What follows belongs to an exercise in optimizing a design on an open flow for small area, a short achievable clock period and few clock cycles per item; a production flow would make more cautious choices. The RTL was checked by simulation tests, not by an equivalence proof against the original design. Power figures rest on the tool's default switching activity, not on a simulated workload.

File: design/flow/config.mk
export PLATFORM = sky130hd
export DESIGN_NAME = braids_osc
export DESIGN_NICKNAME = braids_osc
export VERILOG_FILES = /design/flow/design.v
export SDC_FILE = /design/flow/constraint.sdc
export NUM_CORES = 8
export LEC_CHECK = 0
export CAP_MARGIN = 20
export CORE_MARGIN = 2
export CORE_UTILIZATION = 30
export SLEW_MARGIN = 20
File: design/flow/constraint.sdc
create_clock -name core_clock -period 250.0 [get_ports {clk}]
set_input_delay 50.0000 -clock core_clock [delete_from_list [all_inputs] [get_ports {clk}]]
set_output_delay 50.0000 -clock core_clock [all_outputs]
set_load 0.01 [all_outputs]
File: design/flow/design.v
module braids_osc (
    input  wire        clk,
    input  wire        rst,
    input  wire        in_valid,
    output wire        in_ready,
    input  wire [3:0]  in_shape,
    input  wire [15:0] in_pitch,
    input  wire [15:0] in_param,
    input  wire [15:0] in_aux,
    input  wire        in_sync,
    input  wire [31:0] in_phase,
    output reg         out_valid,
    output reg  [15:0] out_sample,
    output reg  [31:0] out_phase
);
localparam [3:0] SH_SAW       = 4'd0,
                 SH_VSAW      = 4'd1,
                 SH_CSAW      = 4'd2,
                 SH_SQUARE    = 4'd3,
                 SH_TRIANGLE  = 4'd4,
                 SH_SINE      = 4'd5,
                 SH_TRI_FOLD  = 4'd6,
                 SH_SINE_FOLD = 4'd7,
                 SH_BUZZ      = 4'd8;
assign in_ready = 1'b1;
wire [31:0] inc;
osc_phase_inc u_inc (.pitch(in_pitch), .inc(inc));
wire [31:0] phase = (in_sync ? 32'd0 : in_phase) + inc;
wire [15:0] p16   = phase[31:16];
wire [14:0] pc = in_param[15] ? 15'd0 : in_param[14:0];
wire [14:0] ac = in_aux[15]   ? 15'd0 : in_aux[14:0];
function signed [15:0] clip16;
    input signed [31:0] x;
    begin
        if (x > 32'sd32767)
            clip16 = 16'sd32767;
        else if (x < -32'sd32768)
            clip16 = -16'sd32768;
        else
            clip16 = x[15:0];
    end
endfunction
wire signed [15:0] saw = {~p16[15], p16[14:0]};           
wire [16:0] vs_b       = 17'd32768 + pc;
wire        vs_rising  = {1'b0, p16} < vs_b;
wire [16:0] vs_x       = vs_rising ? {1'b0, p16} : ({1'b0, p16} - vs_b);
wire [16:0] vs_den     = vs_rising ? vs_b : (17'd65536 - vs_b);
wire [32:0] vs_num     = vs_x * 17'd65535;
wire [32:0] vs_q       = vs_num / vs_den;
wire signed [17:0] vs_rise = $signed({1'b0, vs_q[16:0]}) - 18'sd32768;
wire signed [17:0] vs_fall = 18'sd32767 - $signed({1'b0, vs_q[16:0]});
wire signed [15:0] vsaw    = vs_rising ? vs_rise[15:0] : vs_fall[15:0];
wire signed [31:0] cs_prod = saw * $signed({1'b0, pc});
wire signed [15:0] cs_ws   = clip16(cs_prod >>> 13);
wire signed [16:0] cs_sum  = saw + cs_ws;
wire signed [15:0] cs_dc   = ($signed({1'b0, ac}) - 16'sd16384) >>> 3;
wire signed [17:0] cs_mid  = (cs_sum >>> 1) + cs_dc;
wire signed [31:0] cs_gain = cs_mid * 18'sd13;
wire signed [15:0] csaw    = clip16(cs_gain >>> 3);
wire [29:0] sq_scaled = pc * 15'd31744;
wire [16:0] sq_thresh = 17'd32768 + sq_scaled[29:15];
wire signed [15:0] square = ({1'b0, p16} < sq_thresh) ? 16'sd32767 : -16'sd32767;
wire [16:0] tri_up = p16[15] ? {(16'd65535 - p16), 1'b0} : {p16, 1'b0};
wire signed [17:0] tri_s = $signed({1'b0, tri_up}) - 18'sd32768;
wire signed [15:0] triangle = tri_s[15:0];
wire signed [15:0] harm [1:8];
genvar k;
generate
    for (k = 1; k <= 8; k = k + 1) begin : g_harm
        wire [31:0] hphase = phase * k;
        osc_interp824 u_sin (.phase(hphase), .value(harm[k]));
    end
endgenerate
wire signed [15:0] sine = harm[1];
wire [3:0] bz_count = 4'd1 + {1'b0, pc[14:12]};
reg  signed [19:0] bz_sum;
integer j;
always @(*) begin
    bz_sum = 20'sd0;
    for (j = 1; j <= 8; j = j + 1)
        if (j <= bz_count)
            bz_sum = bz_sum + (harm[j] >>> (j - 1));
end
wire signed [15:0] buzz = clip16(bz_sum);
wire [29:0] fg_scaled = pc * 15'd24575;
wire [15:0] fold_gain = 16'd8192 + fg_scaled[29:15];
wire signed [15:0] fold_src  = (in_shape == SH_TRI_FOLD) ? triangle : sine;
wire signed [32:0] fold_prod = fold_src * $signed({1'b0, fold_gain});
wire signed [15:0] fold_amp  = clip16(fold_prod >>> 15);
wire signed [15:0] folded;
osc_interp88 u_fold (.x({~fold_amp[15], fold_amp[14:0]}), .value(folded));
reg signed [15:0] sample;
always @(*) begin
    case (in_shape)
        SH_SAW:       sample = saw;
        SH_VSAW:      sample = vsaw;
        SH_CSAW:      sample = csaw;
        SH_SQUARE:    sample = square;
        SH_TRIANGLE:  sample = triangle;
        SH_SINE:      sample = sine;
        SH_TRI_FOLD:  sample = folded;
        SH_SINE_FOLD: sample = folded;
        SH_BUZZ:      sample = buzz;
        default:      sample = 16'sd0;
    endcase
end
always @(posedge clk) begin
    if (rst)
        out_valid <= 1'b0;
    else
        out_valid <= in_valid;
    if (in_valid) begin
        out_sample <= sample;
        out_phase  <= phase;
    end
end
endmodule
module osc_phase_inc (
    input  wire signed [15:0] pitch,
    output wire        [31:0] inc
);
localparam signed [15:0] PITCH_MAX = 16'sd16383;
localparam        [15:0] OCTAVE    = 16'd1536;
wire signed [15:0] p = (pitch > PITCH_MAX) ? PITCH_MAX : pitch;
wire [15:0] u        = {~p[15], p[14:0]};
wire [15:0] octave   = u / OCTAVE;
wire [15:0] ref_p    = u % OCTAVE;
wire [5:0]  shifts   = 6'd32 - octave[5:0];
wire [6:0]  lut_idx  = ref_p[10:4];
wire [3:0]  lut_frac = ref_p[3:0];
wire [31:0] lut_a;
wire [31:0] lut_b;
osc_lut_inc_rom rom_a (.addr(lut_idx),        .data(lut_a));
osc_lut_inc_rom rom_b (.addr(lut_idx + 7'd1), .data(lut_b));
wire [31:0] delta  = lut_b - lut_a;
wire [35:0] interp = {4'd0, lut_a} + ((delta * lut_frac) >> 4);
assign inc = (shifts >= 6'd32) ? 32'd0 : (interp[31:0] >> shifts);
endmodule
module osc_interp824 (
    input  wire        [31:0] phase,
    output wire signed [15:0] value
);
wire        [7:0]  idx  = phase[31:24];
wire        [15:0] frac = phase[23:8];
wire signed [15:0] a;
wire signed [15:0] b;
osc_sine_rom rom_a (.addr({1'b0, idx}),        .data(a));
osc_sine_rom rom_b (.addr({1'b0, idx} + 9'd1), .data(b));
wire signed [16:0] diff = b - a;
wire signed [33:0] prod = diff * $signed({1'b0, frac});
wire signed [33:0] step = prod >>> 16;
assign value = a + step[15:0];
endmodule
module osc_interp88 (
    input  wire        [15:0] x,
    output wire signed [15:0] value
);
wire        [7:0] idx  = x[15:8];
wire        [7:0] frac = x[7:0];
wire signed [15:0] a;
wire signed [15:0] b;
osc_fold_rom rom_a (.addr({1'b0, idx}),        .data(a));
osc_fold_rom rom_b (.addr({1'b0, idx} + 9'd1), .data(b));
wire signed [16:0] diff = b - a;
wire signed [25:0] prod = diff * $signed({1'b0, frac});
wire signed [25:0] step = prod >>> 8;
assign value = a + step[15:0];
endmodule
module osc_lut_inc_rom (
    input  wire [6:0] addr,
    output wire [31:0] data
);
localparam [97*32-1:0] TABLE = {
    32'h46e0f069, 32'h465e663b, 32'h45dccc79, 32'h455c2167, 32'h44dc634e, 32'h445d907a, 32'h43dfa739, 32'h4362a5de,
    32'h42e68abc, 32'h426b542c, 32'h41f1008a, 32'h41778e32, 32'h40fefb87, 32'h408746ec, 32'h40106ec8, 32'h3f9a7185,
    32'h3f254d91, 32'h3eb1015a, 32'h3e3d8b54, 32'h3dcae9f4, 32'h3d591bb3, 32'h3ce81f0b, 32'h3c77f27a, 32'h3c089482,
    32'h3b9a03a6, 32'h3b2c3e6c, 32'h3abf435d, 32'h3a531104, 32'h39e7a5f1, 32'h397d00b3, 32'h39131fdf, 32'h38aa020c,
    32'h3841a5d1, 32'h37da09ca, 32'h37732c95, 32'h370d0cd3, 32'h36a7a927, 32'h36430037, 32'h35df10aa, 32'h357bd92c,
    32'h35195868, 32'h34b78d0f, 32'h345675d3, 32'h33f61167, 32'h33965e83, 32'h33375bdf, 32'h32d90837, 32'h327b6249,
    32'h321e68d4, 32'h31c21a9b, 32'h31667663, 32'h310b7af3, 32'h30b12713, 32'h3057798f, 32'h2ffe7135, 32'h2fa60cd5,
    32'h2f4e4b3f, 32'h2ef72b4a, 32'h2ea0abca, 32'h2e4acb99, 32'h2df58991, 32'h2da0e48f, 32'h2d4cdb72, 32'h2cf96d1a,
    32'h2ca6986a, 32'h2c545c48, 32'h2c02b79a, 32'h2bb1a949, 32'h2b613042, 32'h2b114b70, 32'h2ac1f9c2, 32'h2a733a2b,
    32'h2a250b9c, 32'h29d76d0a, 32'h298a5d6d, 32'h293ddbbd, 32'h28f1e6f4, 32'h28a67e10, 32'h285ba00e, 32'h28114bef,
    32'h27c780b5, 32'h277e3d63, 32'h27358100, 32'h26ed4a92, 32'h26a59924, 32'h265e6bc0, 32'h2617c172, 32'h25d1994b,
    32'h258bf259, 32'h2546cbaf, 32'h25022460, 32'h24bdfb83, 32'h247a502e, 32'h2437217a, 32'h23f46e81, 32'h23b23660,
    32'h23707835
};
assign data = (addr < 7'd97) ? TABLE[addr * 32 +: 32] : 32'd0;
endmodule
module osc_sine_rom (
    input  wire [8:0] addr,
    output wire signed [15:0] data
);
localparam [257*16-1:0] TABLE = {
    16'h0000, 16'hfcdc, 16'hf9b8, 16'hf696, 16'hf374, 16'hf055, 16'hed38, 16'hea1e,
    16'he707, 16'he3f5, 16'he0e6, 16'hdddd, 16'hdad8, 16'hd7da, 16'hd4e1, 16'hd1ef,
    16'hcf05, 16'hcc21, 16'hc946, 16'hc674, 16'hc3aa, 16'hc0e9, 16'hbe32, 16'hbb86,
    16'hb8e4, 16'hb64c, 16'hb3c1, 16'hb141, 16'haecd, 16'hac65, 16'haa0b, 16'ha7be,
    16'ha57e, 16'ha34d, 16'ha129, 16'h9f15, 16'h9d0f, 16'h9b18, 16'h9931, 16'h975a,
    16'h9593, 16'h93dd, 16'h9237, 16'h90a2, 16'h8f1e, 16'h8dac, 16'h8c4b, 16'h8afc,
    16'h89bf, 16'h8895, 16'h877c, 16'h8677, 16'h8584, 16'h84a4, 16'h83d7, 16'h831d,
    16'h8277, 16'h81e3, 16'h8164, 16'h80f7, 16'h809f, 16'h805a, 16'h8028, 16'h800b,
    16'h8001, 16'h800b, 16'h8028, 16'h805a, 16'h809f, 16'h80f7, 16'h8164, 16'h81e3,
    16'h8277, 16'h831d, 16'h83d7, 16'h84a4, 16'h8584, 16'h8677, 16'h877c, 16'h8895,
    16'h89bf, 16'h8afc, 16'h8c4b, 16'h8dac, 16'h8f1e, 16'h90a2, 16'h9237, 16'h93dd,
    16'h9593, 16'h975a, 16'h9931, 16'h9b18, 16'h9d0f, 16'h9f15, 16'ha129, 16'ha34d,
    16'ha57e, 16'ha7be, 16'haa0b, 16'hac65, 16'haecd, 16'hb141, 16'hb3c1, 16'hb64c,
    16'hb8e4, 16'hbb86, 16'hbe32, 16'hc0e9, 16'hc3aa, 16'hc674, 16'hc946, 16'hcc21,
    16'hcf05, 16'hd1ef, 16'hd4e1, 16'hd7da, 16'hdad8, 16'hdddd, 16'he0e6, 16'he3f5,
    16'he707, 16'hea1e, 16'hed38, 16'hf055, 16'hf374, 16'hf696, 16'hf9b8, 16'hfcdc,
    16'h0000, 16'h0324, 16'h0648, 16'h096a, 16'h0c8c, 16'h0fab, 16'h12c8, 16'h15e2,
    16'h18f9, 16'h1c0b, 16'h1f1a, 16'h2223, 16'h2528, 16'h2826, 16'h2b1f, 16'h2e11,
    16'h30fb, 16'h33df, 16'h36ba, 16'h398c, 16'h3c56, 16'h3f17, 16'h41ce, 16'h447a,
    16'h471c, 16'h49b4, 16'h4c3f, 16'h4ebf, 16'h5133, 16'h539b, 16'h55f5, 16'h5842,
    16'h5a82, 16'h5cb3, 16'h5ed7, 16'h60eb, 16'h62f1, 16'h64e8, 16'h66cf, 16'h68a6,
    16'h6a6d, 16'h6c23, 16'h6dc9, 16'h6f5e, 16'h70e2, 16'h7254, 16'h73b5, 16'h7504,
    16'h7641, 16'h776b, 16'h7884, 16'h7989, 16'h7a7c, 16'h7b5c, 16'h7c29, 16'h7ce3,
    16'h7d89, 16'h7e1d, 16'h7e9c, 16'h7f09, 16'h7f61, 16'h7fa6, 16'h7fd8, 16'h7ff5,
    16'h7fff, 16'h7ff5, 16'h7fd8, 16'h7fa6, 16'h7f61, 16'h7f09, 16'h7e9c, 16'h7e1d,
    16'h7d89, 16'h7ce3, 16'h7c29, 16'h7b5c, 16'h7a7c, 16'h7989, 16'h7884, 16'h776b,
    16'h7641, 16'h7504, 16'h73b5, 16'h7254, 16'h70e2, 16'h6f5e, 16'h6dc9, 16'h6c23,
    16'h6a6d, 16'h68a6, 16'h66cf, 16'h64e8, 16'h62f1, 16'h60eb, 16'h5ed7, 16'h5cb3,
    16'h5a82, 16'h5842, 16'h55f5, 16'h539b, 16'h5133, 16'h4ebf, 16'h4c3f, 16'h49b4,
    16'h471c, 16'h447a, 16'h41ce, 16'h3f17, 16'h3c56, 16'h398c, 16'h36ba, 16'h33df,
    16'h30fb, 16'h2e11, 16'h2b1f, 16'h2826, 16'h2528, 16'h2223, 16'h1f1a, 16'h1c0b,
    16'h18f9, 16'h15e2, 16'h12c8, 16'h0fab, 16'h0c8c, 16'h096a, 16'h0648, 16'h0324,
    16'h0000
};
assign data = (addr < 9'd257) ? TABLE[addr * 16 +: 16] : 16'd0;
endmodule
module osc_fold_rom (
    input  wire [8:0] addr,
    output wire signed [15:0] data
);
localparam [257*16-1:0] TABLE = {
    16'h0000, 16'hfc00, 16'hf800, 16'hf400, 16'hf000, 16'hec00, 16'he800, 16'he400,
    16'he000, 16'hdc00, 16'hd800, 16'hd400, 16'hd000, 16'hcc00, 16'hc800, 16'hc400,
    16'hc000, 16'hbc00, 16'hb800, 16'hb400, 16'hb000, 16'hac00, 16'ha800, 16'ha400,
    16'ha000, 16'h9c00, 16'h9800, 16'h9400, 16'h9000, 16'h8c00, 16'h8800, 16'h8400,
    16'h8001, 16'h8400, 16'h8800, 16'h8c00, 16'h9000, 16'h9400, 16'h9800, 16'h9c00,
    16'ha000, 16'ha400, 16'ha800, 16'hac00, 16'hb000, 16'hb400, 16'hb800, 16'hbc00,
    16'hc000, 16'hc400, 16'hc800, 16'hcc00, 16'hd000, 16'hd400, 16'hd800, 16'hdc00,
    16'he000, 16'he400, 16'he800, 16'hec00, 16'hf000, 16'hf400, 16'hf800, 16'hfc00,
    16'h0000, 16'h0400, 16'h0800, 16'h0c00, 16'h1000, 16'h1400, 16'h1800, 16'h1c00,
    16'h2000, 16'h2400, 16'h2800, 16'h2c00, 16'h3000, 16'h3400, 16'h3800, 16'h3c00,
    16'h4000, 16'h4400, 16'h4800, 16'h4c00, 16'h5000, 16'h5400, 16'h5800, 16'h5c00,
    16'h6000, 16'h6400, 16'h6800, 16'h6c00, 16'h7000, 16'h7400, 16'h7800, 16'h7c00,
    16'h7fff, 16'h7c00, 16'h7800, 16'h7400, 16'h7000, 16'h6c00, 16'h6800, 16'h6400,
    16'h6000, 16'h5c00, 16'h5800, 16'h5400, 16'h5000, 16'h4c00, 16'h4800, 16'h4400,
    16'h4000, 16'h3c00, 16'h3800, 16'h3400, 16'h3000, 16'h2c00, 16'h2800, 16'h2400,
    16'h2000, 16'h1c00, 16'h1800, 16'h1400, 16'h1000, 16'h0c00, 16'h0800, 16'h0400,
    16'h0000, 16'hfc00, 16'hf800, 16'hf400, 16'hf000, 16'hec00, 16'he800, 16'he400,
    16'he000, 16'hdc00, 16'hd800, 16'hd400, 16'hd000, 16'hcc00, 16'hc800, 16'hc400,
    16'hc000, 16'hbc00, 16'hb800, 16'hb400, 16'hb000, 16'hac00, 16'ha800, 16'ha400,
    16'ha000, 16'h9c00, 16'h9800, 16'h9400, 16'h9000, 16'h8c00, 16'h8800, 16'h8400,
    16'h8001, 16'h8400, 16'h8800, 16'h8c00, 16'h9000, 16'h9400, 16'h9800, 16'h9c00,
    16'ha000, 16'ha400, 16'ha800, 16'hac00, 16'hb000, 16'hb400, 16'hb800, 16'hbc00,
    16'hc000, 16'hc400, 16'hc800, 16'hcc00, 16'hd000, 16'hd400, 16'hd800, 16'hdc00,
    16'he000, 16'he400, 16'he800, 16'hec00, 16'hf000, 16'hf400, 16'hf800, 16'hfc00,
    16'h0000, 16'h0400, 16'h0800, 16'h0c00, 16'h1000, 16'h1400, 16'h1800, 16'h1c00,
    16'h2000, 16'h2400, 16'h2800, 16'h2c00, 16'h3000, 16'h3400, 16'h3800, 16'h3c00,
    16'h4000, 16'h4400, 16'h4800, 16'h4c00, 16'h5000, 16'h5400, 16'h5800, 16'h5c00,
    16'h6000, 16'h6400, 16'h6800, 16'h6c00, 16'h7000, 16'h7400, 16'h7800, 16'h7c00,
    16'h7fff, 16'h7c00, 16'h7800, 16'h7400, 16'h7000, 16'h6c00, 16'h6800, 16'h6400,
    16'h6000, 16'h5c00, 16'h5800, 16'h5400, 16'h5000, 16'h4c00, 16'h4800, 16'h4400,
    16'h4000, 16'h3c00, 16'h3800, 16'h3400, 16'h3000, 16'h2c00, 16'h2800, 16'h2400,
    16'h2000, 16'h1c00, 16'h1800, 16'h1400, 16'h1000, 16'h0c00, 16'h0800, 16'h0400,
    16'h0000
};
assign data = (addr < 9'd257) ? TABLE[addr * 16 +: 16] : 16'd0;
endmodule
File: design/flow/run.sh
#!/bin/bash
# synth_recipe.tcl (not shown) runs the flow's synth.tcl, then flattens the netlist and writes it again
# the make line also repeats each setting of config.mk as NAME=value (left out here)
make -C /OpenROAD-flow-scripts/flow DESIGN_CONFIG=/design/flow/config.mk WORK_HOME=/design/flow/orfs CLKGATE_MAP_FILE= SYNTH_SCRIPT=/design/flow/synth_recipe.tcl finish
==> notes.md <==
pre-CTS WS 45.86 ns; Final period util 0.827; Worst Setup Start Kind input port; design area 0.246 sq mm; placed inst area 0.246 sq mm; critical path startpoint in_pitch[14]; Yosys warning total 1; CP most frequent cell o21a_1; logic gate share of total power 1.000; P_int 0.900 W; largest cells by area after synthesis fa_1 (27%), ha_1 (13%), inv_1 (6.9%); Worst EP arrival 206.94 ns; mean post-synth cell area 7.25 sq um; # nets final 36,337; Netlist cell types 139; P&R area growth vs syn 6.98%; initial core utilization 0.301; DR iter-0 viols 31,539; Hold Crit Depth 1; core area 0.764 sq mm; kind of critical path in2reg; CP Capture Point out_sample[0]$_DFFE_PP_; Routed WL per cell 28.4 um; final slew viol count 0; Top pwr grp combinational cells; gr ovfl total 0; sequential area share after synthesis 0.00636; Fmax achieved 4.84 MHz; TritonRoute pass-1 iters 10; reported clock group power 0.00000957 W; Buf/Inv on CP 39; crit end category flop; All-Layer GR Usage 0.289; drt drc 0; HPWL Detailed 880,000 um; WHS 50.00 ns; instance count on the critical path 665; Die H 879 um; vias in the first global route 241,842; WL final 1,160,000 um; Die W 879 um; Finished Layout Cells 40,942; initial antenna violation count 79; critical path peak fanout 47; Sw Share 0.599; GP Congestion 1.05; Post-Syn Nets 37,334; Max VDD drop 0.00631 V; Reg power frac 0; Switching Power 1.35 W; num ports 138; Cell Pwr Density 9130 mW/mm^2; Hold/Removal Path Class in2reg; DR vias/cell 6.01; Worst-Margin Slew 1.31 ns; maxcap violations 0; Resized Gates After CTS 0; final worst slack 43.21 ns; Max Root-Sink Buffers 2; area share of the largest cell type after synthesis 0.267; largest net degree at the start of global routing 182; Cell Count Post-Placement 40,881; P_leak 110 nW; die area 0.773 sq mm; TritonCTS clock tree done; Rel. slew slack 0.121; Worst path top cell family by delay compound AO/OA/AOI/OAI gates; status no timing/DRC/antenna violations; via count 246,232; Mapped Cells 31,713; RSZ-0062 raised after global routing no; Final min period 206.79 ns; CTS clk-pin slew, worst paths 0.11 ns; root buf cell clkbuf_16; hold path endpoint out_phase[13]$_DFFE_PP_; CTS sink count 49; post-synth top area cell fa_1; CTS H-tree lvls 2; CTS buffer count 5; setup bufs post-CTS 0; final hold vios 0; Detail Route Antenna Nets 0; global-route wire length before repair 1,690,000 um; power share of the clock group 0; FP Rows 321; port bufs 133; Power Combinational 2.25 W; ys async rst share 0; register bit total from synthesis 49; Post-synth EDFFs 48; Crit-path slowest cell o21ai_0; mapped cell area 0.230 sq mm; Hold Path Origin in_valid; ys flop type edfxtp_1; hold_buf cts 0; Required @ worst endpoint 250.16 ns; setup TNS 0 ns; final number of setup-violating endpoints 0; fraction of layout cells with a size suffix above 1 0.0564; Critical Path Max Stage Delay 1.00 ns; Flop+latch power 0.000249 W
[cells in the final DEF, fill, tap and decap left out, types with 237 or more instances in the layout]
cell         n
inv_1     4210
nand2_1   3755
fa_1      3066
nor2_1    2912
ha_1      2453
a21oi_1   2105
o21ai_0   1709
buf_4     1014
nor3_1     992
xnor2_1    757
nand3_1    603
o21a_1     533
o211ai_1   474
a211oi_1   431
a31oi_1    381
a311oi_1   381
and2_1     340
o311ai_0   319
o21bai_1   305
nand2b_1   274
nor2b_1    274
o22ai_1    242
xor2_1     237
[stage by stage]
step / power [W] / util
after floorplan: 2.13 / -
after global placement: 2.21 / 0.321
after detailed placement: 2.24 / 0.321
after CTS: 2.25 / 0.322
after global routing: 2.40 / 0.322
final: 2.25 / 0.322
[layer usage]
| metal | global-route usage | vias up | share of wire |
|---|---|---|---|
| met4 | 0.181 | 66 | 0.079 |
| met5 | 0.00117 | - | 0.00048 |
| met2 | 0.427 | 15075 | 0.41 |
| li1 | - | 106106 | - |
| met3 | 0.0803 | 3875 | 0.11 |
| met1 | 0.373 | 121110 | 0.40 |
[flip-flops by register name, summed over array words and instances (netlist names)]
| name | cells |
|---|---|
| out_valid | 1 |
| out_sample | 16 |
| out_phase | 32 |
[synthesized netlist by cell type (all sizes together), types with 277 or more instances]
cell,count
o311ai,327
o211ai,477
nand2,3763
nor3,1006
nand2b,277
inv,4232
and2,345
o21a,534
a311oi,387
nor2,2970
nor2b,278
xnor2,825
clkbuf,1827
fa,3066
nand3,608
ha,2467
buf,354
a31oi,385
a21oi,2117
o21ai,1760
a211oi,440
o21bai,306
[area by class of cell]
class,count,area (sq um)
antenna,51,128
clock buffer,5,125
clock inverter,3,28.8
fill,82538,518000
inverter,4249,16000
multi-input combinational,25234,206000
sequential,49,1460
tap,10174,12700
timing repair buffer,1177,9530
[cell families (layout without fill, tap and decap cells)]
| logic type | Yosys count | count (layout) | synth area share |
|---|---|---|---|
| DFF | 49 | 49 | 0.00636 |
| xor gates and xnor gates | 1099 | 1099 | 0.0420 |
| buffers and inverters | 6430 | 5434 | 0.105 |
| muxes | 288 | 288 | 0.0149 |
| AOI/OAI and AO/OA | 8438 | 8438 | 0.241 |
| and+or+nand+nor | 9872 | 9872 | 0.189 |
| other | 1 | 52 | 0.0000163 |
| adders and majority gates | 5536 | 5536 | 0.401 |
Testbench counts, summed over its fixed seeds: cycles 80,000, items 80,000.

-- what the ideal ports hide --
Ports are ideal in the flow. The routed layout listed here was re-timed in OpenROAD. Step 1 sets driving cells, clkbuf_16 on the clock port and buf_2 on the other inputs (assumed; they add their load-dependent delay and slew). Step 2, shift: input delay + t, output delay - t, t = (earliest + latest rising clock arrival at the registers) / 2. This alone moves slack from input paths to output paths. a / b / c = ideal / step 1 / step 2; a / b = the first two.
t (ns): 0.502
setup slack, ns: 43.212 / 43.290 / 42.788
slew at the worst register clock pin (ns): 0.11 / 0.11
cell pins on the clock port's net: 1
After both steps this run still meets setup and hold. For this run, drivers alone change the setup slack by +0.078 ns; drivers and shift together by -0.424 ns.
